Background: an optimization exercise with open tools, aiming at small area, a short achievable clock period and few clock cycles per item. Do not read the settings as production practice.
At most, simulation tests tie the RTL to the original design; equivalence was not proved.
Only the layout flow was run in runs 1, 2, 4 and 5; the RTL was not checked for function there.
No activity file was given, so power comes from the tool's default toggle rates.

## design/flow/run.sh

```bash
#!/bin/bash
# synth_recipe.tcl (not shown) runs the flow's synth.tcl, then flattens the netlist and writes it again
# the make line also repeats each setting of config.mk as NAME=value (left out here)
make -C /OpenROAD-flow-scripts/flow DESIGN_CONFIG=/design/flow/config.mk WORK_HOME=/design/flow/orfs CLKGATE_MAP_FILE= SYNTH_SCRIPT=/design/flow/synth_recipe.tcl finish
```

## design/flow/config.mk

```make
export PLATFORM = sky130hd
export DESIGN_NAME = ws_arith
export DESIGN_NICKNAME = ws_arith
export VERILOG_FILES = /design/flow/design.v
export SDC_FILE = /design/flow/constraint.sdc
export NUM_CORES = 4
export LEC_CHECK = 0
export ABC_AREA = 1
export CAP_MARGIN = 20
export CORE_MARGIN = 2
export CORE_UTILIZATION = 55
export SLEW_MARGIN = 20
```

## design/flow/constraint.sdc

```tcl
create_clock -name core_clock -period 17.0 [get_ports {clk}]
set_input_delay 3.4000 -clock core_clock [delete_from_list [all_inputs] [get_ports {clk}]]
set_output_delay 3.4000 -clock core_clock [all_outputs]
set_load 0.01 [all_outputs]
```

## design/flow/design.v

```verilog
module ws_arith (
    input  wire        clk,
    input  wire        rst,
    input  wire        in_valid,
    output wire        in_ready,
    input  wire [1:0]  in_op,
    input  wire        in_w8,
    input  wire [31:0] in_a,
    input  wire [31:0] in_b,
    output wire        out_valid,
    input  wire        out_ready,
    output wire [31:0] out_data
);
    localparam OP_SCALE = 2'd0;
    localparam OP_ENC   = 2'd1;
    localparam OP_DEC   = 2'd2;
    localparam [31:0] QNAN   = 32'h7FC00000;
    localparam [31:0] F32767 = 32'h46FFFE00;   
    localparam [31:0] F127   = 32'h42FE0000;   
    localparam U_PRE  = 3'b000;    
    localparam U_IT   = 3'b001;    
    localparam U_IDLE = 3'b100;
    localparam U_IMM  = 3'b101;    
    localparam U_RND  = 3'b110;    
    localparam U_CHK  = 3'b111;    
    localparam K_ZERO = 2'd0;
    localparam K_INF  = 2'd1;
    localparam K_NAN  = 2'd2;
    reg [2:0]  us;
    reg [1:0]  u_op;
    reg        u_w8;
    reg        u_sgn;
    reg [1:0]  u_kind;
    reg [24:0] R;        
    reg [23:0] D;        
    reg [24:0] Q;        
    reg signed [9:0] W;  
    reg        lead;     
    reg        spec;     
    reg [4:0]  cnt;      
    reg        neg;      
    reg        seen;     
    reg        dinv;     
    reg        aen;      
    reg        rdy;      
    reg        g1, g2, st;   
    reg        ov;
    reg [31:0] od;
    reg        oc;
    reg        qv;
    reg [31:0] oq;
    assign out_valid = qv;
    assign out_data  = oq;
    wire [31:0] lx = in_a;
    wire [31:0] ly = (in_op == OP_SCALE) ? (in_w8 ? F127 : F32767) : in_b;
    wire [7:0]  lxe = lx[30:23];
    wire [7:0]  lye = ly[30:23];
    wire lx_nan  = (lxe == 8'hFF) && (lx[22:0] != 23'd0);
    wire ly_nan  = (lye == 8'hFF) && (ly[22:0] != 23'd0);
    wire lx_inf  = (lx[30:0] == 31'h7F800000);
    wire ly_inf  = (ly[30:0] == 31'h7F800000);
    wire lx_zero = (lx[30:0] == 31'd0);
    wire ly_zero = (ly[30:0] == 31'd0);
    wire [15:0] lk = in_w8 ? {{8{in_a[7]}}, in_a[7:0]} : in_a[15:0];
    wire lk_zero = (lk == 16'd0);
    wire l_div  = !in_op[1];
    wire l_dec  = (in_op == OP_DEC);
    wire [7:0] lxe1 = (lxe == 8'd0) ? 8'd1 : lxe;
    wire [7:0] lye1 = (lye == 8'd0) ? 8'd1 : lye;
    wire signed [9:0] lw_div = $signed({2'b00, lxe1}) - $signed({2'b00, lye1}) + 10'sd127;
    reg       l_imm;
    reg [1:0] l_kind;
    reg       l_sgn;
    always @* begin
        l_imm  = 1'b0;
        l_kind = K_ZERO;
        l_sgn  = l_dec ? (lk[15] ^ ly[31]) : (lx[31] ^ ly[31]);
        if (in_op == 2'd3) begin
            l_imm = 1'b1; l_kind = K_ZERO; l_sgn = 1'b0;
        end else if (l_dec) begin
            if (ly_nan || (ly_inf && lk_zero)) begin
                l_imm = 1'b1; l_kind = K_NAN;
            end else if (ly_inf) begin
                l_imm = 1'b1; l_kind = K_INF;
            end else if (lk_zero || ly_zero) begin
                l_imm = 1'b1; l_kind = K_ZERO;
            end
        end else begin
            if (lx_nan || ly_nan || (lx_inf && ly_inf) || (lx_zero && ly_zero)) begin
                l_imm = 1'b1; l_kind = K_NAN;
            end else if (lx_inf || ly_zero) begin
                l_imm = 1'b1; l_kind = K_INF;
            end else if (lx_zero || ly_inf) begin
                l_imm = 1'b1; l_kind = K_ZERO;
            end else if (in_op == OP_ENC && lye != 8'd0 && lw_div <= 10'sd124) begin
                l_imm = 1'b1; l_kind = K_ZERO;           
            end
        end
        if (l_imm && l_kind == K_ZERO && in_op[0]) l_sgn = 1'b0;    
    end
    wire u_div = !u_op[1];
    wire u_enc = (u_op == OP_ENC);
    wire [23:0] addend = D & {24{aen}};
    wire [25:0] sum    = {1'b0, R} + {1'b0, dinv, addend} + {25'd0, dinv};
    wire        qb     = sum[25];                        
    wire [24:0] rsel   = (u_div && !qb) ? R : sum[24:0];
    wire [24:0] r_div  = {rsel[23:0], 1'b0};
    wire [24:0] r_mul  = {1'b0, sum[24:1]};
    wire [9:0]  w_dn   = W - 10'sd1;
    wire [9:0]  w_up   = W + 10'sd1;
    wire w_ge143 = (W >= 10'sd143);
    wire w_ge127 = (W >= 10'sd127);
    wire w_eq126 = (W == 10'sd126);
    wire w_le124 = (W <= 10'sd124);
    reg  e_fin, e_inc, e_sat, e_chk;
    always @* begin
        e_fin = 1'b0; e_inc = 1'b0; e_sat = 1'b0; e_chk = 1'b0;
        if (w_ge143) begin
            if (qb) begin e_fin = 1'b1; e_sat = 1'b1; end
        end else if (w_ge127) begin
        end else if (w_eq126) begin
            if (qb) begin e_fin = 1'b1; e_inc = 1'b1; end
        end else if (!lead) begin
            if (w_le124 || !qb) e_fin = 1'b1;            
        end else if (spec) begin
            if (cnt == 5'd2) begin
                if (qb) begin e_fin = 1'b1; e_inc = 1'b1; end
            end else if (cnt == 5'd1) begin
                if (qb) e_chk = 1'b1; else e_fin = 1'b1;
            end else begin
                if (!qb) e_fin = 1'b1;
            end
        end else begin
            if (!qb) e_fin = 1'b1;
            else if (cnt == 5'd1) begin e_fin = 1'b1; e_inc = 1'b1; end
        end
    end
    wire s_done = Q[23] || (W == -10'sd23);
    wire k_done = neg ? ((&Q[15:1]) && (seen || Q[0])) : !(|Q[15:1]);
    wire m_fin  = k_done && !W[9];       
    wire k_done_nx = neg ? ((&Q[15:2]) && (seen || Q[0] || Q[1])) : !(|Q[15:2]);
    wire lk_done   = lk[15] ? ((&lk[15:1]) && lk[0]) : !(|lk[15:1]);
    wire it_fin = u_enc ? e_fin : (u_op == OP_DEC) ? m_fin : 1'b0;
    wire [23:0] acc = r_mul[23:0];
    wire        g1n = sum[0];
    wire        stn = st | g2;
    reg  signed [9:0] f_e;
    reg  [22:0] f_m;
    reg         f_g, f_s;
    always @* begin
        if (us == U_RND) begin
            f_e = Q[24] ? (W + 10'sd25) : 10'sd0;
            f_m = Q[23:1];
            f_g = Q[0];
            f_s = |R;
        end else if (acc[23]) begin
            f_e = w_up;
            f_m = acc[22:0];
            f_g = g1n;
            f_s = g1 | stn;
        end else if (W >= 10'sd1) begin
            f_e = W;
            f_m = {acc[21:0], g1n};
            f_g = g1;
            f_s = stn;
        end else begin
            f_e = 10'sd0;
            f_m = acc[22:0];
            f_g = g1n;
            f_s = g1 | stn;
        end
    end
    wire        f_ovf = !f_e[9] && (f_e[8] || (&f_e[7:0]));
    wire [31:0] f_x   = f_ovf ? {u_sgn, 31'h7F800000} : {u_sgn, f_e[7:0], f_m};
    wire        f_c   = !f_ovf && f_g && (f_s || f_m[0]);
    wire        c_inc = (us == U_CHK) ? (|R) : e_inc;
    wire        c_sat = (us == U_IMM) ? 1'b1 : e_sat;
    wire        c_big = c_sat || (u_w8 ? ((|Q[15:7]) || (c_inc && (&Q[6:0])))
                                       : (Q[15] || (c_inc && (&Q[14:0]))));
    wire [15:0] c_q   = c_big ? (u_w8 ? 16'd127 : 16'd32767) : Q[15:0];
    wire        c_i   = !c_big && c_inc;
    wire [31:0] c_x   = u_sgn ? {16'hFFFF, ~c_q} : {16'h0000, c_q};
    wire        c_c   = c_i ^ u_sgn;
    reg [31:0] res_x;
    reg        res_c;
    always @* begin
        res_c = 1'b0;
        if (us == U_IMM) begin
            case (u_kind)
                K_NAN:   res_x = u_enc ? 32'd0 : QNAN;
                K_INF:   begin
                    res_x = u_enc ? c_x : {u_sgn, 31'h7F800000};
                    res_c = u_enc & c_c;
                end
                default: res_x = {u_sgn, 31'd0};
            endcase
        end else if (u_enc || us == U_CHK) begin
            res_x = c_x;
            res_c = c_c;
        end else begin
            res_x = f_x;
            res_c = f_c;
        end
    end
    wire xfer  = ov && (!qv || out_ready);
    wire stall = ov && qv;
    wire fin   = ((us == U_IT) && it_fin) || (us == U_RND) || (us == U_CHK) || (us == U_IMM);
    wire done  = fin && !stall;
    assign in_ready = rdy && !(ov && qv);
    wire   load     = in_valid && in_ready;
    always @(posedge clk) begin
        if (rst) begin
            ov <= 1'b0;
            qv <= 1'b0;
        end else begin
            ov <= done || (ov && !xfer);
            qv <= xfer || (qv && !out_ready);
        end
        if (done) begin
            od <= res_x;
            oc <= res_c;
        end
        if (xfer)
            oq <= od + {31'd0, oc};
    end
    always @(posedge clk) begin
        if (rst)
            rdy <= 1'b1;
        else if (load)
            rdy <= l_imm || (l_dec && lye != 8'd0 && lk_done);
        else if (done)
            rdy <= 1'b1;
        else if (!stall) begin
            case (us)
                U_PRE:   rdy <= (u_op == OP_DEC) && (D[22] ^ dinv) && k_done && !w_dn[9];
                U_IT:    rdy <= (u_op == OP_DEC) ? (k_done_nx && !w_up[9])
                                                 : u_enc ? e_chk : s_done;
                default: ;
            endcase
        end
    end
    always @(posedge clk) begin
        if (rst)
            us <= U_IDLE;
        else if (load)
            us <= l_imm ? U_IMM : (lye == 8'd0) ? U_PRE : U_IT;
        else if (done)
            us <= U_IDLE;
        else if (!stall) begin
            if (us == U_PRE && (D[22] ^ dinv))
                us <= U_IT;
            if (us == U_IT && u_enc && e_chk)
                us <= U_CHK;
            if (us == U_IT && u_op == OP_SCALE && s_done)
                us <= U_RND;
        end
    end
    always @(posedge clk) begin
        if (load) begin
            u_op   <= in_op;
            u_w8   <= in_w8;
            u_sgn  <= l_sgn;
            u_kind <= l_kind;
            R      <= l_div ? {1'b0, (lxe != 8'd0), lx[22:0]} : 25'd0;
            D      <= {(lye != 8'd0), ly[22:0]} ^ {24{l_div}};
            dinv   <= l_div;
            aen    <= l_div | lk[0];
            Q      <= l_div ? 25'd0 : {9'd0, lk};
            W      <= l_div ? lw_div : $signed({2'b00, lye1});
            lead   <= 1'b0;
            spec   <= 1'b0;
            neg    <= lk[15];
            seen   <= 1'b0;
            g1     <= 1'b0;
            g2     <= 1'b0;
            st     <= 1'b0;
        end else if (!stall) begin
            case (us)
                U_PRE: begin
                    D <= {D[22:0], dinv};
                    W <= u_div ? w_up : w_dn;
                end
                U_IT: begin
                    if (u_div) begin
                        R <= r_div;
                        W <= w_dn;
                        if (!u_enc || w_ge127) Q <= {Q[23:0], qb};
                        if (u_enc) begin
                            lead <= lead | qb;
                            cnt  <= (!lead && qb) ? 5'd24 : cnt - 5'd1;
                            if (!lead && qb && (W == 10'sd125)) spec <= 1'b1;
                        end
                    end else begin
                        R    <= r_mul;
                        W    <= w_up;
                        Q    <= {Q[24:16], Q[15], Q[15:1]};
                        seen <= seen | Q[0];
                        aen  <= Q[1] ^ (neg & (seen | Q[0]));
                        g1   <= g1n;
                        g2   <= g1;
                        st   <= stn;
                    end
                end
                default: ;
            endcase
        end
    end
endmodule
```

==> summary.txt, run 1 <==
Timing
  – Crit path time final: 7.241 ns
  – Period utilization: 42.59%
  – Slew Viols, Final: 0
  – Final setup viols: 0
  – Final WS setup: 9.759 ns
  – Unrepaired setup endpoints after global routing: false
  – Fin Clk Skew: 0.01391 ns
  – Hold_ws: 0.4793 ns
  – TNS Setup: 0 ns
  – Least-Margin Pin Slew: 1.122 ns
  – Max Fclk: 138.1 MHz
  – Final Hold Viols: 0
  – Slew headroom: 25.05%

Power
  – Net Sw Frac: 50.44%
  – Combinational Power Share: 58.0%
  – Seq pwr share: 29.1%
  – Clock power frac: 12.9%
  – Peak supply drop: 175.5 uV
  – PwrDens: 198.5 nW/um^2
  – Final Total Pwr: 3.110 mW
  – Pint: 1.541 mW
  – Static Leak: 6.951 nW
  – Switching pwr: 1.569 mW

Drt
  – Met1 WL: 16810 um
  – Total Wirelength: 40500 um
  – Wire per inst: 17.71 um
  – Met3 WL post-DR: 3238 um
  – Antenna-violating nets left: 0
  – Pre-antenna DRT Iters: 7
  – Via count: 13190
  – Top sig layer: met4
  – Routed vias/inst: 5.769
  – DRC: 0
  – Starting DRT DRC Count: 1406
  – WL met2: 18930 um

Setup path
  – Setup crit start: in_op[0]
  – CP Class: input port to register
  – Critical-path top delay cell: clkdlybuf4s50_1
  – Most Frequent Cell on Critical Path: nand2_1
  – Crit path buf inv count: 3
  – Crit path DAT: 7.43 ns
  – CP Capture Type: register
  – Element type at the critical path start: input port
  – RR Startpoint: aen$_DFFE_PP_
  – CP top delay family: simple AND/OR/NAND/NOR gates
  – Max incr delay on CP: 0.76 ns
  – CP required: 17.19 ns
  – Critical-path maximum fanout: 11

Clock tree
  – # resized after CTS: 0
  – H-tree levels: 4
  – Clock Tree Buf Depth: 2
  – CTS Buf Count: 17
  – Postcts setup bufs: 0
  – Root Buffer: clkbuf_16
  – Worst skew pair latency: 0.44 ns
  – Cts hold-fix bufs: 0
  – # clock sinks: 175
  – Clk pin slew, worst setup/hold paths: 0.07 ns
  – CTS tree: done

Cells and area
  – Final nets: 2065
  – Post-Layout Cell Count: 2287
  – Area Growth Syn to Fin: 12.75%
  – Share of cells above drive strength 1: 5.416%
  – Most common cell after layout, fill and taps aside: nand2_1
  – Commonest cells after routing, fill and taps aside: nand2_1, inv_1, nor2_1, edfxtp_1, nand3_1
  – Diodes inserted: 0

Die
  – Std cell rows: 58
  – Core area: 24960 sq um
  – # IOs: 105
  – Die Footprint: 26550 sq um
  – Initial Util: 55.65%
  – Height of the die: 162.9 um
  – Die X: 162.9 um

Placement
  – Hpwl dp: 31880 um
  – DP Worst Slack: 9.391 ns
  – Cells after DPL: 2255
  – Routability cong.: 0.9413
  – Port Buffers: 104

Logic synthesis
  – Register area share after synthesis: 36.96%
  – Synth Net Count: 2006
  – Syn avg cell area: 7.370 sq um
  – Yosys cell types: 59
  – Yosys reg bits: 175
  – Post-synth EDFFs: 163
  – Post-Synthesis Cell Area: 13890 sq um
  – Main synth FF type: edfxtp_1
  – Mapped Cells: 1885
  – YS warnings: 1
  – Ys async rst share: 0%

Global routing
  – Number of global-route vias before repair: 12280
  – GRT Residual Overflow: 0
  – Gr usage total: 30.81%
  – Antenna violations before repair: 0
  – Global-route wire length before repair: 63570 um
  – Largest net degree at the start of global routing: 66

Hold path
  – Hold Startpoint: seen$_SDFFE_PP0P_
  – Worst Hold Class: register to register

Run
  – MaxCap Viol Count: 0

Status
  – Status: timing/DRC/antenna clean
==> path summary, 6_finish.rpt <==
kind | endpoint | slack [ns] | cells past startpoint
max | u_sgn$_SDFFCE_PP0P_ | 9.76 | 27
min | seen$_SDFFE_PP0P_ | 0.48 | 2
max reg2reg | od[0]$_DFFE_PP_ | 12.18 | 27
min reg2reg | seen$_SDFFE_PP0P_ | 0.48 | 2
==> flip-flops by register name, summed over array words and instances (netlist names), 2 cells and up <==
signal  cells
D          24
cnt         5
W          10
od         32
us          3
u_kind      2
oq         32
R          25
Q          25
u_op        2
==> layout make-up <==
class | instances | area, sq um
Clock buffer | 17 | 425.4
Clock inverter | 15 | 175.2
Fill cell | 2289 | 9299
Inverter | 230 | 863.3
Multi-Input combinational cell | 1406 | 7537
Sequential cell | 175 | 5135
Tap cell | 330 | 412.9
Timing Repair Buffer | 114 | 1116
==> per-stage QoR <==
| step | area, sq um | utilization, % |
|---|---|---|
| final | 15670 | 62.75 |
| after global routing | 15670 | 62.75 |
| after global placement | 15060 | 60.32 |
| after detailed placement | 15060 | 60.33 |
| after CTS | 15660 | 62.74 |
| after floorplan | 13890 | - |
==> power by group through the flow <==
| stage | clock [mW] | sequential (mW) | combinational (mW) |
|---|---|---|---|
| after CTS | 0.404 | 0.903 | 1.77 |
| after global routing | 0.421 | 0.926 | 2.02 |
| after detailed placement | 0 | 0.911 | 1.76 |
| after global placement | 0 | 0.907 | 1.74 |
| final | 0.401 | 0.905 | 1.80 |
| after floorplan | 0 | 0.844 | 1.33 |
==> layer usage <==
layer	vias up	global-route usage, %
met2	592	51.23
met3	88	5.093
met4	0	11.67
li1	6512	-
met5	-	0
met1	6001	40.39
==> tightest hold or removal path, cell delays in order (launching register included) <==
cell	delay, ns
dfxtp_1	0.33
a21oi_1	0.04
nor2_1	0.07
==> cells in the mapped netlist, types with 12 or more instances <==
| master | number | area share, % |
|---|---|---|
| o21ai_0 | 97 | 3.5 |
| o211ai_1 | 35 | 1.9 |
| a21oi_1 | 86 | 3.1 |
| nor3_1 | 29 | 1.0 |
| nand4_1 | 46 | 2.1 |
| xor2_1 | 46 | 2.9 |
| edfxtp_1 | 163 | 35 |
| inv_1 | 220 | 5.9 |
| ha_1 | 47 | 4.2 |
| nor2_1 | 165 | 4.5 |
| dfxtp_1 | 12 | 1.7 |
| clkbuf_1 | 48 | 1.3 |
| nor4_1 | 27 | 1.2 |
| o221ai_1 | 31 | 2.0 |
| xnor2_1 | 27 | 1.7 |
| nand2_1 | 519 | 14 |
| nand3_1 | 139 | 5.0 |
==> logic make-up after synthesis <==
family,synth area share [%]
buf+inv,8.925
flops,36.96
xor+xnor,4.602
compound gates,13.29
mux,0.4863
fa+ha+maj,4.665
simple gates,31.07
==> run 2, diff against run 1 <==
--- a/design/flow/design.v
+++ b/design/flow/design.v
@@ -66,7 +66,11 @@
     wire l_div  = !in_op[1];
     wire l_dec  = (in_op == OP_DEC);
-    wire [7:0] lxe1 = (lxe == 8'd0) ? 8'd1 : lxe;
-    wire [7:0] lye1 = (lye == 8'd0) ? 8'd1 : lye;
-    wire signed [9:0] lw_div = $signed({2'b00, lxe1}) - $signed({2'b00, lye1}) + 10'sd127;
+    wire [23:0] lxm = (lxe != 8'd0) ? {1'b1, lx[22:0]} : {lx[22:0], 1'b0};
+    wire [23:0] lym = (lye != 8'd0) ? {1'b1, ly[22:0]} : {ly[22:0], 1'b0};
+    wire [7:0] lbe  = in_b[30:23];
+    wire signed [9:0] lw_enc = $signed({2'b00, lxe}) - $signed({2'b00, lbe}) + 10'sd127;
+    wire signed [9:0] lw_scl = $signed({2'b00, lxe}) - (in_w8 ? 10'sd6 : 10'sd14);
+    wire signed [9:0] lw_ld  = (in_op == OP_SCALE) ? lw_scl :
+                               (in_op == OP_ENC)   ? lw_enc : $signed({2'b00, lbe});
     reg       l_imm;
     reg [1:0] l_kind;
@@ -77,5 +81,5 @@
         l_sgn  = l_dec ? (lk[15] ^ ly[31]) : (lx[31] ^ ly[31]);
         if (in_op == 2'd3) begin
-            l_imm = 1'b1; l_kind = K_ZERO; l_sgn = 1'b0;
+            l_imm = 1'b1; l_kind = K_ZERO;
         end else if (l_dec) begin
             if (ly_nan || (ly_inf && lk_zero)) begin
@@ -93,10 +97,8 @@
             end else if (lx_zero || ly_inf) begin
                 l_imm = 1'b1; l_kind = K_ZERO;
-            end else if (in_op == OP_ENC && lye != 8'd0 && lw_div <= 10'sd124) begin
-                l_imm = 1'b1; l_kind = K_ZERO;           
             end
         end
-        if (l_imm && l_kind == K_ZERO && in_op[0]) l_sgn = 1'b0;    
     end
+    wire l_ezero = (in_op == OP_ENC) && (lbe != 8'd0) && ({1'b0, lbe} >= {1'b0, lxe} + 9'd3);
     wire u_div = !u_op[1];
     wire u_enc = (u_op == OP_ENC);
@@ -193,5 +195,5 @@
                     res_c = u_enc & c_c;
                 end
-                default: res_x = {u_sgn, 31'd0};
+                default: res_x = {u_sgn & !u_op[0], 31'd0};    
             endcase
         end else if (u_enc || us == U_CHK) begin
@@ -228,5 +230,5 @@
             rdy <= 1'b1;
         else if (load)
-            rdy <= l_imm || (l_dec && lye != 8'd0 && lk_done);
+            rdy <= l_imm || l_ezero || (l_dec && lym[23] && lk_done);
         else if (done)
             rdy <= 1'b1;
@@ -244,5 +246,5 @@
             us <= U_IDLE;
         else if (load)
-            us <= l_imm ? U_IMM : (lye == 8'd0) ? U_PRE : U_IT;
+            us <= l_imm ? U_IMM : !lym[23] ? U_PRE : U_IT;
         else if (done)
             us <= U_IDLE;
@@ -262,10 +264,10 @@
             u_sgn  <= l_sgn;
             u_kind <= l_kind;
-            R      <= l_div ? {1'b0, (lxe != 8'd0), lx[22:0]} : 25'd0;
-            D      <= {(lye != 8'd0), ly[22:0]} ^ {24{l_div}};
+            R      <= l_div ? {1'b0, lxm} : 25'd0;
+            D      <= lym ^ {24{l_div}};
             dinv   <= l_div;
             aen    <= l_div | lk[0];
             Q      <= l_div ? 25'd0 : {9'd0, lk};
-            W      <= l_div ? lw_div : $signed({2'b00, lye1});
+            W      <= lw_ld;
             lead   <= 1'b0;
             spec   <= 1'b0;
==> run 2 against run 1 <==
Largest cell class unchanged. Clock skew grew 0.0024 ns. Combinational power rose by 13%. Total power up 9.5%. Sequential cell count is the same. Hold slack better by 0.0021 ns. Largest power group unchanged. First-iteration DRC count increased by 20%. Still clean. Area after synthesis grew 7.2%. Die area grew 7.0%. Final cell count up 8.3%.
==> summary.txt, run 2 <==
Die
  – # IOs: 105
  – Initial Util: 55.56%
  – Core area: 26800 sq um
  – Height of the die: 168.5 um
  – Std cell rows: 60
  – Die X: 168.5 um
  – Die Footprint: 28410 sq um

Clock tree
  – Root Buffer: clkbuf_16
  – Postcts setup bufs: 0
  – Worst skew pair latency: 0.45 ns
  – # clock sinks: 175
  – Cts hold-fix bufs: 0
  – # resized after CTS: 0
  – CTS Buf Count: 17
  – CTS tree: done
  – H-tree levels: 4
  – Clk pin slew, worst setup/hold paths: 0.08 ns
  – Clock Tree Buf Depth: 2

Logic synthesis
  – Register area share after synthesis: 34.48%
  – Synth area leaders: edfxtp_1, nand2_1, inv_1, ha_1, nand3_1
  – Synth Net Count: 2197
  – Post-synth EDFFs: 163
  – Largest area contributor in the netlist: edfxtp_1
  – Syn avg cell area: 7.218 sq um
  – Post-Synthesis Cell Area: 14890 sq um
  – YS warnings: 1
  – Post-synth top area share: 32.87%
  – Most frequent cell after synthesis: nand2_1
  – Mapped Cells: 2063
  – Yosys reg bits: 175
  – Yosys cell types: 64
  – Main synth FF type: edfxtp_1
  – Synth top cells by count: nand2_1, inv_1, edfxtp_1
  – Ys async rst share: 0%

Drt
  – DRC: 0
  – Antenna-violating nets left: 0
  – Routed vias/inst: 5.921
  – Pre-antenna DRT Iters: 7
  – Starting DRT DRC Count: 1690
  – Total Wirelength: 45950 um
  – Via count: 14670
  – Wire per inst: 18.55 um

Global routing
  – Gr usage total: 32.16%
  – Antenna violations before repair: 0
  – Number of global-route vias before repair: 13530
  – Most used routing layer: met2
  – GRT Residual Overflow: 0
  – Largest net degree at the start of global routing: 49
  – Met2 global-route usage: 53.32%
  – Met1 usage: 43.25%
  – Met3 Use GR: 4.138%
  – Global-route wire length before repair: 72190 um

Setup path
  – CP top delay family: simple AND/OR/NAND/NOR gates
  – Worst reg2reg setup slack: 11.61 ns
  – Most Frequent Cell on Critical Path: nand2_1
  – RR Startpoint: aen$_DFFE_PP_
  – CP Capture Type: register
  – Max incr delay on CP: 0.74 ns
  – Critical path, cell by cell: clkdlybuf4s50_1, nor2_8, inv_2, a21oi_1, nand3_1, inv_1, nand3_1, nand2_1, nor2_2, nand2_1, nand2_1, nand3_1, nand2_1, nand2_1, nand3_1, a21oi_2
  – Worst reg2reg path depth: 19
  – Crit path buf inv count: 3
  – CP required: 17.38 ns
  – Crit path DAT: 7.22 ns
  – Critical-path top delay cell: nand3_1
  – Worst r2r dst: oc$_DFFE_PP_
  – Critical-path maximum fanout: 34
  – Element type at the critical path start: input port
  – CP Class: input port to register

Timing
  – TNS Setup: 0 ns
  – Max Fclk: 146.2 MHz
  – Crit path time final: 6.840 ns
  – Final Hold Viols: 0
  – Final setup viols: 0
  – Period utilization: 40.23%
  – Slew headroom: 26.67%
  – Fin Clk Skew: 0.01627 ns
  – Slew Viols, Final: 0
  – Least-Margin Pin Slew: 1.099 ns
  – Unrepaired setup endpoints after global routing: false

Placement
  – Cells after DPL: 2444
  – Hpwl dp: 35120 um
  – Port Buffers: 104
  – Post-DP Area: 16060 sq um
  – Routability cong.: 0.9778

Hold path
  – Hold path depth: 2
  – Worst Hold Class: register to register
  – Hold Startpoint: st$_SDFFE_PP0P_
  – Hold endpoint: st$_SDFFE_PP0P_

Status
  – Status: timing/DRC/antenna clean

Cells and area
  – Commonest cells after routing, fill and taps aside: nand2_1, inv_1, edfxtp_1, nor2_1
  – Final nets: 2257
  – Post-Layout Cell Count: 2477
  – Most common cell after layout, fill and taps aside: nand2_1
  – Cell area after layout: 16730 sq um
  – Share of cells above drive strength 1: 5.524%
  – Area Growth Syn to Fin: 12.34%
  – Fill cells: 2501
  – Diodes inserted: 0
  – Largest registers: od (32), oq (32)

Power
  – Clock power frac: 12.7%
  – Peak supply drop: 126.1 uV
  – Seq pwr share: 27.6%
  – PwrDens: 203.5 nW/um^2
  – Pint: 1.629 mW
  – Static Leak: 7.591 nW
  – Switching pwr: 1.776 mW
  – Combinational Power Share: 59.7%
  – Net Sw Frac: 52.16%

Run
  – MaxCap Viol Count: 0
## run 2: cell count changes in the layout (fill, tap and decap cells not counted), moves of 14 or more
| cell | before | now |
|---|---|---|
| nor2_1 | 164 | 150 |
| o21ai_0 | 97 | 131 |
| xor2_1 | 46 | 63 |
| nand2_1 | 517 | 551 |
| a21oi_1 | 85 | 128 |
| inv_1 | 220 | 268 |
## run 2: worst max path at each step
| stage | from | end | slack (ns) | cells after the start |
|---|---|---|---|---|
| after global routing | in_op[1] | us[0]$_SDFFE_PP0P_ | 9.66 | 16 |
| after global placement | in_op[1] | us[0]$_SDFFE_PP0P_ | 9.82 | 16 |
| after floorplan | in_a[23] | W[6]$_DFFE_PP_ | 11.51 | 13 |
| final | in_op[1] | us[0]$_SDFFE_PP0P_ | 10.16 | 16 |
| after detailed placement | in_op[1] | us[0]$_SDFFE_PP0P_ | 9.73 | 16 |
| after CTS | in_op[1] | us[0]$_SDFFE_PP0P_ | 10.19 | 16 |
## run 2: per-stage QoR
step           hold slack [ns]  power (mW)  worst slack [ns]  util, %
2_1_floorplan           0.4382       2.344             11.51        -
3_3_place_gp            0.4527       2.884             9.817    59.93
3_5_place_dp            0.4605       2.917             9.730    59.93
4_1_cts                 0.4809       3.356             10.19    62.32
5_1_grt                 0.5391       3.654             9.658    62.42
6_report                0.4814       3.405             10.16    62.42
## run 2: layout make-up
| class | instances | area, sq um | area share (%) |
|---|---|---|---|
| multi-input cells | 1533 | 8330 | 49.80 |
| flip-flops and latches | 175 | 5135 | 30.70 |
| repair buffers | 114 | 1136 | 6.791 |
| inverters | 282 | 1060 | 6.335 |
| well taps | 341 | 426.7 | 2.550 |
| clock buffers | 17 | 425.4 | 2.543 |
| clock inverters | 15 | 215.2 | 1.286 |
## run 2: power by group through the flow
| stage | combinational, mW | sequential (mW) | clock, mW |
|---|---|---|---|
| after floorplan | 1.46 | 0.883 | 0 |
| after global placement | 1.95 | 0.939 | 0 |
| after detailed placement | 1.97 | 0.943 | 0 |
| after CTS | 1.99 | 0.935 | 0.435 |
| after global routing | 2.24 | 0.962 | 0.451 |
| final | 2.03 | 0.938 | 0.434 |
## run 2: cell families (layout without fill, tap and decap cells)
| kind of cell | count (synthesis) | count (layout) | synth area share, % |
|---|---|---|---|
| AND/OR/NAND/NOR | 988 | 988 | 29.17 |
| XOR/XNOR | 80 | 80 | 4.705 |
| buffers and inverters | 355 | 428 | 9.663 |
| AO/OA/AOI/OAI | 402 | 402 | 16.54 |
| flip-flops | 175 | 175 | 34.48 |
| adder cells (fa/ha/maj) | 63 | 63 | 5.445 |
## run 2: worst reg2reg max path: cells and delay by family (launching register included)
family | cells | cell delay (ns)
compound gates | 5 | 0.91
fa+ha+maj | 2 | 1.03
buf+inv | 1 | 0.44
flops | 1 | 0.83
simple gates | 11 | 1.91
## run 2: per-layer routing
metal / routed length [um] / vias to the layer above / part of all wire [%]
met5: 0 / - / 0
met1: 19460 / 6795 / 42
met4: 1583 / 0 / 3.4
met3: 3538 / 104 / 7.7
met2: 21360 / 653 / 46
li1: - / 7114 / -
==> run 3, diff against run 2 <==
--- a/design/flow/design.v
+++ b/design/flow/design.v
@@ -206,36 +206,27 @@
     end
     wire xfer  = ov && (!qv || out_ready);
+    wire oq_en = !qv || out_ready;
     wire stall = ov && qv;
     wire fin   = ((us == U_IT) && it_fin) || (us == U_RND) || (us == U_CHK) || (us == U_IMM);
     wire done  = fin && !stall;
-    assign in_ready = rdy && !(ov && qv);
+    reg    irdy;
+    assign in_ready = irdy;
     wire   load     = in_valid && in_ready;
-    always @(posedge clk) begin
-        if (rst) begin
-            ov <= 1'b0;
-            qv <= 1'b0;
-        end else begin
-            ov <= done || (ov && !xfer);
-            qv <= xfer || (qv && !out_ready);
-        end
-        if (done) begin
-            od <= res_x;
-            oc <= res_c;
-        end
-        if (xfer)
-            oq <= od + {31'd0, oc};
-    end
-    always @(posedge clk) begin
+    wire ov_n = !rst && (done || (ov && !xfer));
+    wire qv_n = !rst && (xfer || (qv && !out_ready));
+    reg  rdy_n;
+    always @* begin
+        rdy_n = rdy;
         if (rst)
-            rdy <= 1'b1;
+            rdy_n = 1'b1;
         else if (load)
-            rdy <= l_imm || l_ezero || (l_dec && lym[23] && lk_done);
+            rdy_n = l_imm || l_ezero || (l_dec && lym[23] && lk_done);
         else if (done)
-            rdy <= 1'b1;
+            rdy_n = 1'b1;
         else if (!stall) begin
             case (us)
-                U_PRE:   rdy <= (u_op == OP_DEC) && (D[22] ^ dinv) && k_done && !w_dn[9];
-                U_IT:    rdy <= (u_op == OP_DEC) ? (k_done_nx && !w_up[9])
-                                                 : u_enc ? e_chk : s_done;
+                U_PRE:   rdy_n = (u_op == OP_DEC) && (D[22] ^ dinv) && k_done && !w_dn[9];
+                U_IT:    rdy_n = (u_op == OP_DEC) ? (k_done_nx && !w_up[9])
+                                                  : u_enc ? e_chk : s_done;
                 default: ;
             endcase
@@ -243,4 +234,16 @@
     end
     always @(posedge clk) begin
+        ov   <= ov_n;
+        qv   <= qv_n;
+        rdy  <= rdy_n;
+        irdy <= rdy_n && !(ov_n && qv_n);
+        if (done) begin
+            od <= res_x;
+            oc <= res_c;
+        end
+        if (oq_en)
+            oq <= od + {31'd0, oc};
+    end
+    always @(posedge clk) begin
         if (rst)
             us <= U_IDLE;
@@ -259,5 +262,5 @@
     end
     always @(posedge clk) begin
-        if (load) begin
+        if (in_ready) begin
             u_op   <= in_op;
             u_w8   <= in_w8;
==> run 3 against run 2 <==
Still clean. Hold slack got worse by 0.0076 ns. First-iteration DRC count down 2.7%. Synthesized cell count down 0.29%. Design area is 0.22% lower. Non-clock buffer count increased by 7. Register-to-register slack gained 0.62 ns. Critical path type unchanged. Largest cell class unchanged. Largest power group unchanged.
==> summary.txt, run 3 <==
Status
  – Status: timing/DRC/antenna clean

Die
  – # IOs: 105
  – Height of the die: 168.3 um
  – Die Footprint: 28310 sq um
  – Die X: 168.3 um
  – Std cell rows: 60
  – Core area: 26730 sq um
  – Initial Util: 55.53%

Setup path
  – Crit path buf inv count: 2
  – Worst r2r dst: od[4]$_DFFE_PP_
  – Critical path, cell by cell: clkdlybuf4s50_1, nor2_4, nand2_1, o21ai_0, nand4_1, nor4_1, nand2_1, nand4_1, nand2_1, nand2_1, nand3b_1, nand2_1, nand3_2, o21ai_1, inv_1
  – Setup crit end: irdy$_DFF_P_
  – WP depth: 15
  – Max incr delay on CP: 0.65 ns
  – Worst reg2reg setup slack: 12.23 ns
  – Element type at the critical path start: input port
  – RR Startpoint: aen$_DFFE_PP_
  – CP Class: input port to register
  – Most Frequent Cell on Critical Path: nand2_1
  – CP Capture Type: register
  – Setup crit start: in_op[1]
  – CP top delay family: simple AND/OR/NAND/NOR gates
  – Crit path DAT: 6.77 ns
  – Critical-path maximum fanout: 30
  – CP required: 17.39 ns
  – Critical-path top delay cell: clkdlybuf4s50_1
  – Worst reg2reg path depth: 27

Timing
  – Least-Margin Pin Slew: 1.004 ns
  – Slew headroom: 32.46%
  – Final WS setup: 10.62 ns
  – Period utilization: 37.53%
  – Final Hold Viols: 0
  – Max Fclk: 156.7 MHz
  – Final setup viols: 0
  – Unrepaired setup endpoints after global routing: false
  – Hold_ws: 0.4738 ns
  – TNS Setup: 0 ns
  – Crit path time final: 6.380 ns
  – Slew Viols, Final: 0
  – Fin Clk Skew: 0.02016 ns

Logic synthesis
  – Mapped Cells: 2057
  – Post-synth top area share: 32.98%
  – Most frequent cell after synthesis: nand2_1
  – Synth Net Count: 2191
  – Yosys cell types: 66
  – Post-synth EDFFs: 163
  – Ys async rst share: 0%
  – Yosys reg bits: 176
  – Main synth FF type: edfxtp_1
  – Synth area leaders: edfxtp_1, nand2_1, inv_1, o21ai_0, ha_1
  – Post-Synthesis Cell Area: 14840 sq um
  – Register area share after synthesis: 34.74%
  – YS warnings: 1
  – Syn avg cell area: 7.215 sq um
  – Largest area contributor in the netlist: edfxtp_1
  – Synth top cells by count: nand2_1, inv_1, edfxtp_1

Cells and area
  – Post-Layout Cell Count: 2477
  – Area Growth Syn to Fin: 12.48%
  – Cell area after layout: 16690 sq um
  – Diodes inserted: 0
  – Commonest cells after routing, fill and taps aside: nand2_1, inv_1, edfxtp_1, o21ai_0, nor2_1
  – Share of cells above drive strength 1: 5.197%
  – Largest registers: od (32), oq (32)
  – Post-layout util: 62.46%
  – Most common cell after layout, fill and taps aside: nand2_1
  – Final nets: 2257
  – Fill cells: 2508

Placement
  – Cells after DPL: 2444
  – Port Buffers: 104
  – Routability cong.: 1.056
  – DP Worst Slack: 10.27 ns
  – Post-DP Area: 16070 sq um
  – Hpwl dp: 35840 um

Global routing
  – Antenna violations before repair: 0
  – Gr usage total: 32.86%
  – Global-route wire length before repair: 73470 um
  – GRT Residual Overflow: 0
  – Largest net degree at the start of global routing: 43
  – Number of global-route vias before repair: 13710

Drt
  – Total Wirelength: 46390 um
  – Routed vias/inst: 5.895
  – Wire per inst: 18.73 um
  – Starting DRT DRC Count: 1644
  – Pre-antenna DRT Iters: 6
  – DRC: 0
  – Antenna-violating nets left: 0
  – Via count: 14600

Clock tree
  – CTS tree: done
  – Cts hold-fix bufs: 0
  – # resized after CTS: 0
  – Postcts setup bufs: 0
  – H-tree levels: 4
  – Clk pin slew, worst setup/hold paths: 0.08 ns
  – Worst skew pair latency: 0.45 ns
  – Root Buffer: clkbuf_16
  – CTS Buf Count: 17
  – Clock Tree Buf Depth: 2
  – # clock sinks: 176

Run
  – MaxCap Viol Count: 0

Power
  – Peak supply drop: 98.78 uV
  – Switching pwr: 1.781 mW
  – Final Total Pwr: 3.427 mW
  – Net Sw Frac: 51.96%
  – Pint: 1.646 mW
  – Seq pwr share: 27.9%
  – Static Leak: 7.534 nW
  – PwrDens: 205.3 nW/um^2
  – Combinational Power Share: 60.0%
  – Clock power frac: 12.1%

Hold path
  – Hold path depth: 2
  – Worst Hold Class: register to register
run 3: cell types whose count changed in the layout (fill, tap and decap cells not counted), sizes merged, moves of 8 or more:
cell,before,now
a221oi,8,0
nand2,574,546
nor2,167,158
o21ai,141,165
xnor2,17,25
xor2,63,53
run 3: worst min-delay path by stage:
stage	slack (ns)	to	from
final	0.47	st$_SDFFE_PP0P_	st$_SDFFE_PP0P_
after global routing	0.50	spec$_SDFFE_PP0P_	spec$_SDFFE_PP0P_
after CTS	0.48	st$_SDFFE_PP0P_	st$_SDFFE_PP0P_
after global placement	0.45	st$_SDFFE_PP0P_	st$_SDFFE_PP0P_
after detailed placement	0.46	st$_SDFFE_PP0P_	st$_SDFFE_PP0P_
after floorplan	0.44	seen$_SDFFE_PP0P_	seen$_SDFFE_PP0P_
run 3: per-layer routing:
| layer | global-route usage (%) | vias to the layer above | share of wire [%] | routed length [um] |
|---|---|---|---|---|
| li1 | - | 7112 | - | - |
| met1 | 44.16 | 6697 | 43 | 19740 |
| met2 | 54.02 | 714 | 46 | 21360 |
| met3 | 6.159 | 79 | 9.2 | 4245 |
| met4 | 10.04 | 0 | 2.3 | 1048 |
| met5 | 0 | - | 0 | 0 |
run 3: worst min-delay path, stage by stage (launching register included):
cell     delay [ns]
dfxtp_1        0.33
a21oi_1        0.04
nor2_1         0.07
run 3: layout make-up:
type	instances	area (sq um)	area share [%]
flip-flops and latches	176	5155	30.88
clock buffers	17	425.4	2.549
well taps	341	426.7	2.556
inverters	279	1049	6.281
multi-input cells	1528	8274	49.57
clock inverters	15	176.4	1.057
repair buffers	121	1186	7.106
run 3: cell families (layout without fill, tap and decap cells):
group           count (synthesis)  count (layout)  share of synthesized area, %
simple gates                  962             962                         28.59
compound gates                425             425                         17.01
buf+inv                       353             432                         9.603
flops                         176             176                         34.74
xor+xnor                       78              78                         4.603
fa+ha+maj                      63              63                         5.463
run 3: power by group through the flow:
stage / registers [mW] / clock network [mW] / logic (mW)
floorplan: 0.915 / 0 / 1.43
global placement: 0.955 / 0 / 1.98
detailed placement: 0.962 / 0 / 2.00
CTS: 0.952 / 0.414 / 2.02
global route: 0.982 / 0.430 / 2.28
finish: 0.956 / 0.416 / 2.06
Testbench counts of run 3, summed over its fixed seeds: cycles 20,580, items 3,936.
==> run 4, diff against run 3 <==
--- a/design/flow/design.v
+++ b/design/flow/design.v
@@ -21,5 +21,4 @@
     localparam U_IT   = 3'b001;    
     localparam U_IDLE = 3'b100;
-    localparam U_IMM  = 3'b101;    
     localparam U_RND  = 3'b110;    
     localparam U_CHK  = 3'b111;    
@@ -31,5 +30,7 @@
     reg        u_w8;
     reg        u_sgn;
-    reg [1:0]  u_kind;
+    reg        fx_nan, fx_inf, fx_zero;    
+    reg        fy_nan, fy_inf, fy_zero;    
+    reg        fk_zero;
     reg [24:0] R;        
     reg [23:0] D;        
@@ -73,34 +74,15 @@
     wire signed [9:0] lw_ld  = (in_op == OP_SCALE) ? lw_scl :
                                (in_op == OP_ENC)   ? lw_enc : $signed({2'b00, lbe});
-    reg       l_imm;
-    reg [1:0] l_kind;
-    reg       l_sgn;
-    always @* begin
-        l_imm  = 1'b0;
-        l_kind = K_ZERO;
-        l_sgn  = l_dec ? (lk[15] ^ ly[31]) : (lx[31] ^ ly[31]);
-        if (in_op == 2'd3) begin
-            l_imm = 1'b1; l_kind = K_ZERO;
-        end else if (l_dec) begin
-            if (ly_nan || (ly_inf && lk_zero)) begin
-                l_imm = 1'b1; l_kind = K_NAN;
-            end else if (ly_inf) begin
-                l_imm = 1'b1; l_kind = K_INF;
-            end else if (lk_zero || ly_zero) begin
-                l_imm = 1'b1; l_kind = K_ZERO;
-            end
-        end else begin
-            if (lx_nan || ly_nan || (lx_inf && ly_inf) || (lx_zero && ly_zero)) begin
-                l_imm = 1'b1; l_kind = K_NAN;
-            end else if (lx_inf || ly_zero) begin
-                l_imm = 1'b1; l_kind = K_INF;
-            end else if (lx_zero || ly_inf) begin
-                l_imm = 1'b1; l_kind = K_ZERO;
-            end
-        end
-    end
+    wire l_sgn = l_dec ? (lk[15] ^ ly[31]) : (lx[31] ^ ly[31]);
     wire l_ezero = (in_op == OP_ENC) && (lbe != 8'd0) && ({1'b0, lbe} >= {1'b0, lxe} + 9'd3);
     wire u_div = !u_op[1];
     wire u_enc = (u_op == OP_ENC);
+    wire u_dec = (u_op == OP_DEC);
+    wire sp_nan = u_dec ? (fy_nan || (fy_inf && fk_zero))
+                        : (fx_nan || fy_nan || (fx_inf && fy_inf) || (fx_zero && fy_zero));
+    wire sp_inf = u_dec ? fy_inf : (fx_inf || fy_zero);
+    wire sp_any = (u_op == 2'd3) ||
+                  (u_dec ? (fy_nan || fy_inf || fk_zero || fy_zero)
+                         : (fx_nan || fy_nan || fx_inf || fy_inf || fx_zero || fy_zero));
     wire [23:0] addend = D & {24{aen}};
     wire [25:0] sum    = {1'b0, R} + {1'b0, dinv, addend} + {25'd0, dinv};
@@ -177,5 +159,5 @@
     wire        f_c   = !f_ovf && f_g && (f_s || f_m[0]);
     wire        c_inc = (us == U_CHK) ? (|R) : e_inc;
-    wire        c_sat = (us == U_IMM) ? 1'b1 : e_sat;
+    wire        c_sat = sp_any ? 1'b1 : e_sat;
     wire        c_big = c_sat || (u_w8 ? ((|Q[15:7]) || (c_inc && (&Q[6:0])))
                                        : (Q[15] || (c_inc && (&Q[14:0]))));
@@ -188,13 +170,14 @@
     always @* begin
         res_c = 1'b0;
-        if (us == U_IMM) begin
-            case (u_kind)
-                K_NAN:   res_x = u_enc ? 32'd0 : QNAN;
-                K_INF:   begin
-                    res_x = u_enc ? c_x : {u_sgn, 31'h7F800000};
-                    res_c = u_enc & c_c;
-                end
-                default: res_x = {u_sgn & !u_op[0], 31'd0};    
-            endcase
+        if (sp_any) begin
+            if (u_op == 2'd3)
+                res_x = 32'd0;
+            else if (sp_nan)
+                res_x = u_enc ? 32'd0 : QNAN;
+            else if (sp_inf) begin
+                res_x = u_enc ? c_x : {u_sgn, 31'h7F800000};
+                res_c = u_enc & c_c;
+            end else
+                res_x = {u_sgn & !u_op[0], 31'd0};    
         end else if (u_enc || us == U_CHK) begin
             res_x = c_x;
@@ -208,5 +191,6 @@
     wire oq_en = !qv || out_ready;
     wire stall = ov && qv;
-    wire fin   = ((us == U_IT) && it_fin) || (us == U_RND) || (us == U_CHK) || (us == U_IMM);
+    wire fin   = ((us == U_IT) && (it_fin || sp_any)) || ((us == U_PRE) && sp_any) ||
+                 (us == U_RND) || (us == U_CHK);
     wire done  = fin && !stall;
     reg    irdy;
@@ -221,5 +205,6 @@
             rdy_n = 1'b1;
         else if (load)
-            rdy_n = l_imm || l_ezero || (l_dec && lym[23] && lk_done);
+            rdy_n = (in_op == 2'd3) || ((in_op == OP_ENC) && (lx_zero || l_ezero)) ||
+                    (l_dec && (lk_zero || (lym[23] && lk_done)));
         else if (done)
             rdy_n = 1'b1;
@@ -249,5 +234,5 @@
             us <= U_IDLE;
         else if (load)
-            us <= l_imm ? U_IMM : !lym[23] ? U_PRE : U_IT;
+            us <= !lym[23] ? U_PRE : U_IT;
         else if (done)
             us <= U_IDLE;
@@ -266,5 +251,11 @@
             u_w8   <= in_w8;
             u_sgn  <= l_sgn;
-            u_kind <= l_kind;
+            fx_nan  <= lx_nan;
+            fx_inf  <= lx_inf;
+            fx_zero <= lx_zero;
+            fy_nan  <= ly_nan;
+            fy_inf  <= ly_inf;
+            fy_zero <= ly_zero;
+            fk_zero <= lk_zero;
             R      <= l_div ? {1'b0, lxm} : 25'd0;
             D      <= lym ^ {24{l_div}};
==> run 4 against run 3 <==
Via count fell by 3.7%. Wire length decreased by 8.3%. Still clean. Clock skew decreased by 0.0049 ns. Critical path type unchanged. Critical endpoint unchanged. Count of clock-buffer cells in the layout is 1 higher. Sequential share of layout area increased by 1.5 points. Sequential power decreased by 24%.
==> summary.txt, run 4 <==
Timing
  – Max Fclk: 162.5 MHz
  – Crit path time final: 6.154 ns
  – Final setup viols: 0
  – Period utilization: 36.20%
  – Slew headroom: 26.87%
  – Unrepaired setup endpoints after global routing: false
  – Slew Viols, Final: 0
  – Least-Margin Pin Slew: 1.096 ns
  – TNS Setup: 0 ns
  – Final Hold Viols: 0
  – Hold_ws: 0.4545 ns
  – Fin Clk Skew: 0.01522 ns

Clock tree
  – # resized after CTS: 0
  – Postcts setup bufs: 0
  – Root Buffer: clkbuf_16
  – Worst skew pair latency: 0.45 ns
  – CTS tree: done
  – Clock Tree Buf Depth: 2
  – Cts hold-fix bufs: 0
  – CTS Buf Count: 17
  – Clk pin slew, worst setup/hold paths: 0.07 ns
  – H-tree levels: 4
  – # clock sinks: 181

Setup path
  – Critical path, cell by cell: clkdlybuf4s50_1, inv_1, ha_1, nor2_1, inv_1, o21ai_0, nand2_1, ha_1, a21oi_1, o21ai_0, nand2_1, a21boi_0, o21a_1, nor3_1, o21ai_0, nand2_1, nand3_1, o21ai_0, inv_1
  – CP Class: input port to register
  – Crit path DAT: 6.48 ns
  – Element type at the critical path start: input port
  – Critical-path top delay cell: clkdlybuf4s50_1
  – CP required: 17.33 ns
  – Critical-path maximum fanout: 7
  – Max incr delay on CP: 0.67 ns
  – Most Frequent Cell on Critical Path: o21ai_0
  – CP Capture Type: register

Logic synthesis
  – Yosys reg bits: 181
  – Mapped Cells: 1976
  – Post-synth top area share: 34.64%
  – Simple-gate share of the synthesized area: 26.46%
  – Synth top cells by count: nand2_1, inv_1, nor2_1
  – Post-synthesis adder-cell area fraction: 5.395%
  – Most frequent cell after synthesis: nand2_1
  – Main synth FF type: edfxtp_1
  – Compound-Gate Fraction of Synth Area: 17.21%
  – Ys async rst share: 0%
  – Post-synthesis mux area share: 0.6873%
  – Post-synth EDFFs: 168
  – Largest family of logic cells by synthesized area: simple AND/OR/NAND/NOR gates
  – Yosys cell types: 64
  – Synth area leaders: edfxtp_1, nand2_1, inv_1, a21oi_1, ha_1
  – Largest area contributor in the netlist: edfxtp_1
  – Synth Net Count: 2108
  – Xor/xnor cell area share of the yosys netlist: 4.691%
  – Post-Synthesis Cell Area: 14560 sq um
  – Register area share after synthesis: 36.43%
  – Syn avg cell area: 7.370 sq um
  – YS warnings: 1

Drt
  – Routed vias/inst: 5.901
  – Wire per inst: 17.85 um
  – Via count: 14070
  – DRC: 0
  – Total Wirelength: 42570 um
  – Antenna-violating nets left: 0
  – Starting DRT DRC Count: 1452
  – Pre-antenna DRT Iters: 6

Global routing
  – Antenna violations before repair: 0
  – Gr usage total: 30.48%
  – Global-route wire length before repair: 68100 um
  – GRT Residual Overflow: 0
  – Number of global-route vias before repair: 13050
  – Largest net degree at the start of global routing: 49

Cells and area
  – Most common cell after layout, fill and taps aside: nand2_1
  – Post-layout util: 62.88%
  – Largest registers: od (32), oq (32)
  – Commonest cells after routing, fill and taps aside: nand2_1, inv_1, nor2_1, edfxtp_1, a21oi_1
  – Final nets: 2168
  – Fill cells: 2391
  – Share of cells above drive strength 1: 4.685%
  – Area Growth Syn to Fin: 12.50%
  – Diodes inserted: 0

Placement
  – Routability cong.: 0.9410
  – Port Buffers: 104
  – Hpwl dp: 33010 um

Power
  – Peak supply drop: 60.81 uV
  – Static Leak: 7.279 nW
  – Net Sw Frac: 47.30%
  – Combinational Power Share: 51.3%
  – Switching pwr: 1.096 mW
  – PwrDens: 141.4 nW/um^2
  – Seq pwr share: 31.4%
  – Clock power frac: 17.3%
  – Pint: 1.221 mW

Die
  – Die X: 166.7 um
  – Die Footprint: 27800 sq um
  – Std cell rows: 59
  – # IOs: 105
  – Core area: 26060 sq um
  – Initial Util: 55.89%
  – Height of the die: 166.7 um

Status
  – Status: timing/DRC/antenna clean

Run
  – MaxCap Viol Count: 0

Hold path
  – Worst Hold Class: register to register
## run 4: cell types whose count changed after synthesis, sizes merged, moves of 12 or more
cell and delta:
nand2 -76, nor2 +27, nand3 -12, nand4 -13, inv -16, o21ai -26
## run 4: worst max-delay path, delay by kind of cell
kind / cells / cell delay, ns
buf+inv: 4 / 0.97
fa+ha+maj: 2 / 0.51
compound gates: 7 / 0.90
simple gates: 6 / 0.70
## run 4: path summary, 6_finish.rpt
check                                  startpoint                 to  slack, ns  depth (start not counted)
worst max-delay path                     in_a[24]       irdy$_DFF_P_      10.85                         19
worst min-delay path            seen$_SDFFE_PP0P_  seen$_SDFFE_PP0P_       0.45                          2
worst max register to register      aen$_DFFE_PP_    od[0]$_DFFE_PP_      12.33                         25
worst min register to register  seen$_SDFFE_PP0P_  seen$_SDFFE_PP0P_       0.45                          2
## run 4: cell type report
cell class	instances	area, sq um	share of cell area, %
Timing Repair Buffer	120	1161	7.087
Sequential cell	181	5306	32.39
Inverter	259	972.2	5.934
Multi-Input combinational cell	1457	7940	48.46
Clock inverter	14	156.4	0.9546
Clock buffer	18	429.2	2.619
Tap cell	335	419.2	2.558
## run 4: per-stage QoR
step                      cells  setup slack [ns]  power, mW  instance area [sq um]
final                      2384             10.85      2.317                  16380
after global routing       2384             10.59      2.484                  16380
after CTS                  2384             10.89      2.288                  16380
after detailed placement   2352             10.46      1.888                  15800
after global placement     2352             10.54      1.872                  15800
after floorplan            1976             11.57      1.546                  14560
## run 4: cells by family after synthesis
kind of cell / after synthesis
compound gates: 421
xor+xnor: 78
fa+ha+maj: 61
buf+inv: 338
flops: 181
mux: 10
simple gates: 887
## run 4: layer usage
metal | track usage, % | routed length, um | share of wire, % | up-vias
met4 | 11.28 | 1470 | 3.5 | 0
li1 | - | - | - | 6883
met2 | 49.44 | 19350 | 45 | 640
met5 | 0 | 0 | 0 | -
met3 | 4.682 | 3381 | 7.9 | 92
met1 | 41.46 | 18360 | 43 | 6454
## run 4: power by group through the flow
stage                     registers (mW)  clock network, mW  logic [mW]
after floorplan                    0.700                  0       0.847
after global placement             0.732                  0        1.14
after detailed placement           0.735                  0        1.15
after CTS                          0.726              0.400        1.16
after global routing               0.743              0.422        1.32
final                              0.728              0.401        1.19
==> run 5, diff against run 4 <==
--- a/design/flow/design.v
+++ b/design/flow/design.v
@@ -54,13 +54,13 @@
     assign out_data  = oq;
     wire [31:0] lx = in_a;
-    wire [31:0] ly = (in_op == OP_SCALE) ? (in_w8 ? F127 : F32767) : in_b;
+    wire        l_scl = (in_op == OP_SCALE);
     wire [7:0]  lxe = lx[30:23];
-    wire [7:0]  lye = ly[30:23];
+    wire [7:0]  lbe = in_b[30:23];
     wire lx_nan  = (lxe == 8'hFF) && (lx[22:0] != 23'd0);
-    wire ly_nan  = (lye == 8'hFF) && (ly[22:0] != 23'd0);
+    wire ly_nan  = !l_scl && (lbe == 8'hFF) && (in_b[22:0] != 23'd0);
     wire lx_inf  = (lx[30:0] == 31'h7F800000);
-    wire ly_inf  = (ly[30:0] == 31'h7F800000);
+    wire ly_inf  = !l_scl && (in_b[30:0] == 31'h7F800000);
     wire lx_zero = (lx[30:0] == 31'd0);
-    wire ly_zero = (ly[30:0] == 31'd0);
+    wire ly_zero = !l_scl && (in_b[30:0] == 31'd0);
     wire [15:0] lk = in_w8 ? {{8{in_a[7]}}, in_a[7:0]} : in_a[15:0];
     wire lk_zero = (lk == 16'd0);
@@ -68,11 +68,11 @@
     wire l_dec  = (in_op == OP_DEC);
     wire [23:0] lxm = (lxe != 8'd0) ? {1'b1, lx[22:0]} : {lx[22:0], 1'b0};
-    wire [23:0] lym = (lye != 8'd0) ? {1'b1, ly[22:0]} : {ly[22:0], 1'b0};
-    wire [7:0] lbe  = in_b[30:23];
+    wire [23:0] lbm = (lbe != 8'd0) ? {1'b1, in_b[22:0]} : {in_b[22:0], 1'b0};
+    wire [23:0] lym = l_scl ? (in_w8 ? 24'hFE0000 : 24'hFFFE00) : lbm;
     wire signed [9:0] lw_enc = $signed({2'b00, lxe}) - $signed({2'b00, lbe}) + 10'sd127;
     wire signed [9:0] lw_scl = $signed({2'b00, lxe}) - (in_w8 ? 10'sd6 : 10'sd14);
     wire signed [9:0] lw_ld  = (in_op == OP_SCALE) ? lw_scl :
                                (in_op == OP_ENC)   ? lw_enc : $signed({2'b00, lbe});
-    wire l_sgn = l_dec ? (lk[15] ^ ly[31]) : (lx[31] ^ ly[31]);
+    wire l_sgn = (l_dec ? lk[15] : lx[31]) ^ (in_b[31] && !l_scl);
     wire l_ezero = (in_op == OP_ENC) && (lbe != 8'd0) && ({1'b0, lbe} >= {1'b0, lxe} + 9'd3);
     wire u_div = !u_op[1];
==> run 5 against run 4 <==
Register-to-register slack lost 0.52 ns. Clock skew grew 0.0012 ns. Global-route usage shrank 0.42 points. Critical endpoint unchanged. Synthesized cell count grew 0.10%. Fmax is essentially flat.
==> summary.txt, run 5 <==
Clock tree
  – Root Buffer: clkbuf_16
  – # resized after CTS: 0
  – Cts hold-fix bufs: 0
  – Clk pin slew, worst setup/hold paths: 0.07 ns
  – Clock Tree Buf Depth: 2
  – Worst skew pair latency: 0.45 ns
  – Postcts setup bufs: 0
  – H-tree levels: 4
  – CTS tree: done
  – CTS Buf Count: 17
  – # clock sinks: 181

Setup path
  – Most Frequent Cell on Critical Path: o21ai_0
  – CP Capture Type: register
  – Setup crit start: in_a[24]
  – Crit path DAT: 6.47 ns
  – Worst reg2reg setup slack: 11.81 ns
  – CP Class: input port to register
  – Critical-path maximum fanout: 7
  – Crit path buf inv count: 4
  – RR Startpoint: aen$_DFFE_PP_
  – Critical path, cell by cell: clkdlybuf4s50_1, inv_1, ha_1, nor2_1, inv_1, o21ai_0, o21ai_0, ha_1, a21oi_1, nand2_1, nand3_1, a21boi_0, o21ai_0, a21oi_1, o21ai_0, nand3_1, o21ai_0, inv_1
  – Element type at the critical path start: input port
  – CP top delay family: compound AO/OA/AOI/OAI gates
  – Critical-path top delay cell: clkdlybuf4s50_1
  – CP required: 17.32 ns
  – Worst reg2reg path depth: 25
  – Worst r2r dst: od[27]$_DFFE_PP_
  – Max incr delay on CP: 0.66 ns

Global routing
  – Antenna violations before repair: 0
  – Gr usage total: 30.07%
  – Largest net degree at the start of global routing: 60
  – Number of global-route vias before repair: 12710
  – Global-route wire length before repair: 66710 um
  – GRT Residual Overflow: 0

Placement
  – Hpwl dp: 32160 um
  – DP Worst Slack: 10.50 ns
  – Port Buffers: 104
  – Routability cong.: 0.9776

Timing
  – Final WS setup: 10.85 ns
  – Max Fclk: 162.5 MHz
  – Slew Viols, Final: 0
  – Crit path time final: 6.153 ns
  – Fin Clk Skew: 0.01641 ns
  – Final setup viols: 0
  – Final Hold Viols: 0
  – TNS Setup: 0 ns
  – Unrepaired setup endpoints after global routing: false
  – Least-Margin Pin Slew: 1.034 ns
  – Slew headroom: 31.00%
  – Period utilization: 36.20%

Die
  – # IOs: 105
  – Initial Util: 55.77%
  – Die Footprint: 27590 sq um
  – Core area: 25910 sq um
  – Height of the die: 166.1 um
  – Die X: 166.1 um
  – Std cell rows: 59

Drt
  – DRC: 0
  – Wire per inst: 17.33 um
  – Starting DRT DRC Count: 1451
  – Via count: 13940
  – Pre-antenna DRT Iters: 8
  – Total Wirelength: 41440 um
  – Antenna-violating nets left: 0
  – Routed vias/inst: 5.830

Power
  – Final Total Pwr: 2.301 mW
  – PwrDens: 140.9 nW/um^2
  – Static Leak: 7.355 nW
  – Peak supply drop: 84.94 uV

Logic synthesis
  – Mapped Cells: 1978
  – Synth Net Count: 2110
  – Post-Synthesis Cell Area: 14450 sq um
  – Register area share after synthesis: 36.71%
  – Largest area contributor in the netlist: edfxtp_1
  – Post-synth top area share: 34.91%
  – Post-synth EDFFs: 168
  – Main synth FF type: edfxtp_1
  – Yosys reg bits: 181
  – Synth top cells by count: nand2_1, inv_1, edfxtp_1
  – Yosys cell types: 55
  – Synth area leaders: edfxtp_1, nand2_1, inv_1, ha_1, nand3_1
  – Ys async rst share: 0%
  – YS warnings: 1
  – Most frequent cell after synthesis: nand2_1
  – Syn avg cell area: 7.305 sq um

Cells and area
  – Largest registers: od (32), oq (32)
  – Area Growth Syn to Fin: 13.02%
  – Commonest cells after routing, fill and taps aside: nand2_1, inv_1, edfxtp_1, nor2_1, nand3_1
  – Fill cells: 2377
  – Diodes inserted: 0
  – Share of cells above drive strength 1: 4.475%
  – Final nets: 2175
  – Most common cell after layout, fill and taps aside: nand2_1

Hold path
  – Hold Startpoint: st$_SDFFE_PP0P_
  – Hold path depth: 2
  – Hold endpoint: st$_SDFFE_PP0P_
  – Worst Hold Class: register to register

Run
  – MaxCap Viol Count: 0

Status
  – Status: timing/DRC/antenna clean
[run 5: changes by cell type in the layout (fill, tap and decap cells not counted), sizes merged, moves of 6 or more]
cell     change
mux2i        -7
o2111ai      -6
o211ai      +20
nand4        +8
a211oi       -8
nand2       +32
xor2         +9
nor2        -16
a21oi       -10
xnor2        -7
nand3       +10
o21ai        -6
[run 5: cell type report]
class	instances	area [sq um]	share of cell area, %
multi-input cells	1461	7864	48.15
flip-flops and latches	181	5306	32.49
repair buffers	122	1176	7.201
clock inverters	14	161.4	0.9883
clock buffers	18	429.2	2.628
well taps	335	419.2	2.566
inverters	260	975.9	5.976
[run 5: how the worst max path moves through the flow]
stage / slack, ns / cells after the start / end
global route: 10.50 / 18 / irdy$_DFF_P_
global placement: 10.59 / 18 / irdy$_DFF_P_
floorplan: 11.45 / 16 / W[8]$_DFFE_PP_
CTS: 10.89 / 18 / irdy$_DFF_P_
detailed placement: 10.50 / 18 / irdy$_DFF_P_
finish: 10.85 / 18 / irdy$_DFF_P_
[run 5: stage by stage]
step                area [sq um]  util [%]  hold WS, ns  std cells
floorplan                  14450         -       0.4382       1978
global placement           15740     60.75       0.4500       2359
detailed placement         15740     60.75       0.4566       2359
CTS                        16330     63.03       0.4732       2391
global route               16330     63.03       0.5132       2391
finish                     16330     63.03       0.4757       2391
[run 5: kinds of logic after synthesis]
family	Yosys count	synth area share, %
XOR/XNOR	80	4.849
buffers and inverters	336	9.022
flip-flops	181	36.71
AND/OR/NAND/NOR	913	27.08
AO/OA/AOI/OAI	404	16.69
adder cells (fa/ha/maj)	61	5.438
multiplexers	3	0.2078
[run 5: where the power goes]
group          switching, mW  internal [mW]  total, mW  leakage (nW)
clock network          0.201          0.198      0.399         0.284
registers             0.0906          0.632      0.722          1.84
logic                  0.790          0.390       1.18          5.23
total                   1.08           1.22       2.30          7.35
[run 5: worst register-to-register path: stages, from the launching register on]
cell	delay (ns)
edfxtp_1	0.41
buf_4	0.24
nand2_1	0.10
inv_1	0.06
fa_1	0.45
fa_1	0.43
nand2_1	0.08
nand3_1	0.09
nand3_1	0.09
nand2_1	0.13
nand2_1	0.17
nand3_1	0.12
nand2_1	0.11
nand2_2	0.19
nand2_2	0.55
inv_2	0.29
a21oi_1	0.21
nor2_1	0.07
a21oi_2	0.15
nand2_1	0.08
nand2_2	0.47
nand3_1	0.20
nand2_1	0.10
nand2_1	0.06
nand2_1	0.07
nand2_1	0.05
[run 5: per-layer routing]
metal | routed length, um | global-route usage [%] | up-vias | part of all wire (%)
li1 | - | - | 6887 | -
met1 | 18120 | 41.62 | 6330 | 44
met2 | 18570 | 48.48 | 642 | 45
met3 | 3387 | 4.194 | 81 | 8.2
met4 | 1359 | 10.66 | 0 | 3.3
met5 | 0 | 0 | - | 0

-- re-timing with driven ports --
The flow's constraints put no driver on any port. The routed layouts listed below were extracted and timed again, unchanged, in two steps. Step 1 (the two cells are an assumption about what drives the block):
set clk [get_ports {clk}]
set_driving_cell -lib_cell sky130_fd_sc_hd__clkbuf_16 $clk
set_driving_cell -lib_cell sky130_fd_sc_hd__buf_2 [delete_from_list [all_inputs] $clk]
Step 2 adds t to the input delays and takes it off the output delays; t is the mean of the earliest and latest rising clock arrival at the registers after step 1. Input paths then give back, and output paths get back, about the clock's delay inside the block. a / b / c = ideal ports / drivers / drivers and shift; a / b = the first two.
run	t (ns)	setup slack, ns	latest minus earliest clock arrival (ns)	worst register clock-pin slew, ns	pins driven straight from the clock port
run 1	0.481	9.759 / 9.789 / 9.308	0.015 / 0.015	0.08 / 0.08	1
run 2	0.502	10.160 / 10.194 / 9.692	0.017 / 0.016	0.09 / 0.09	1
run 3	0.488	10.620 / 10.651 / 10.163	0.020 / 0.020	0.09 / 0.09	1
run 4	0.497	10.846 / 10.879 / 10.381	0.015 / 0.015	0.08 / 0.08	1
run 5	0.487	10.847 / 10.873 / 10.386	0.017 / 0.017	0.08 / 0.08	1
After both steps every run listed still meets setup and hold. The setup slack of run 2, which loses most, moves by +0.034 ns with the drivers and by -0.468 ns with both steps.
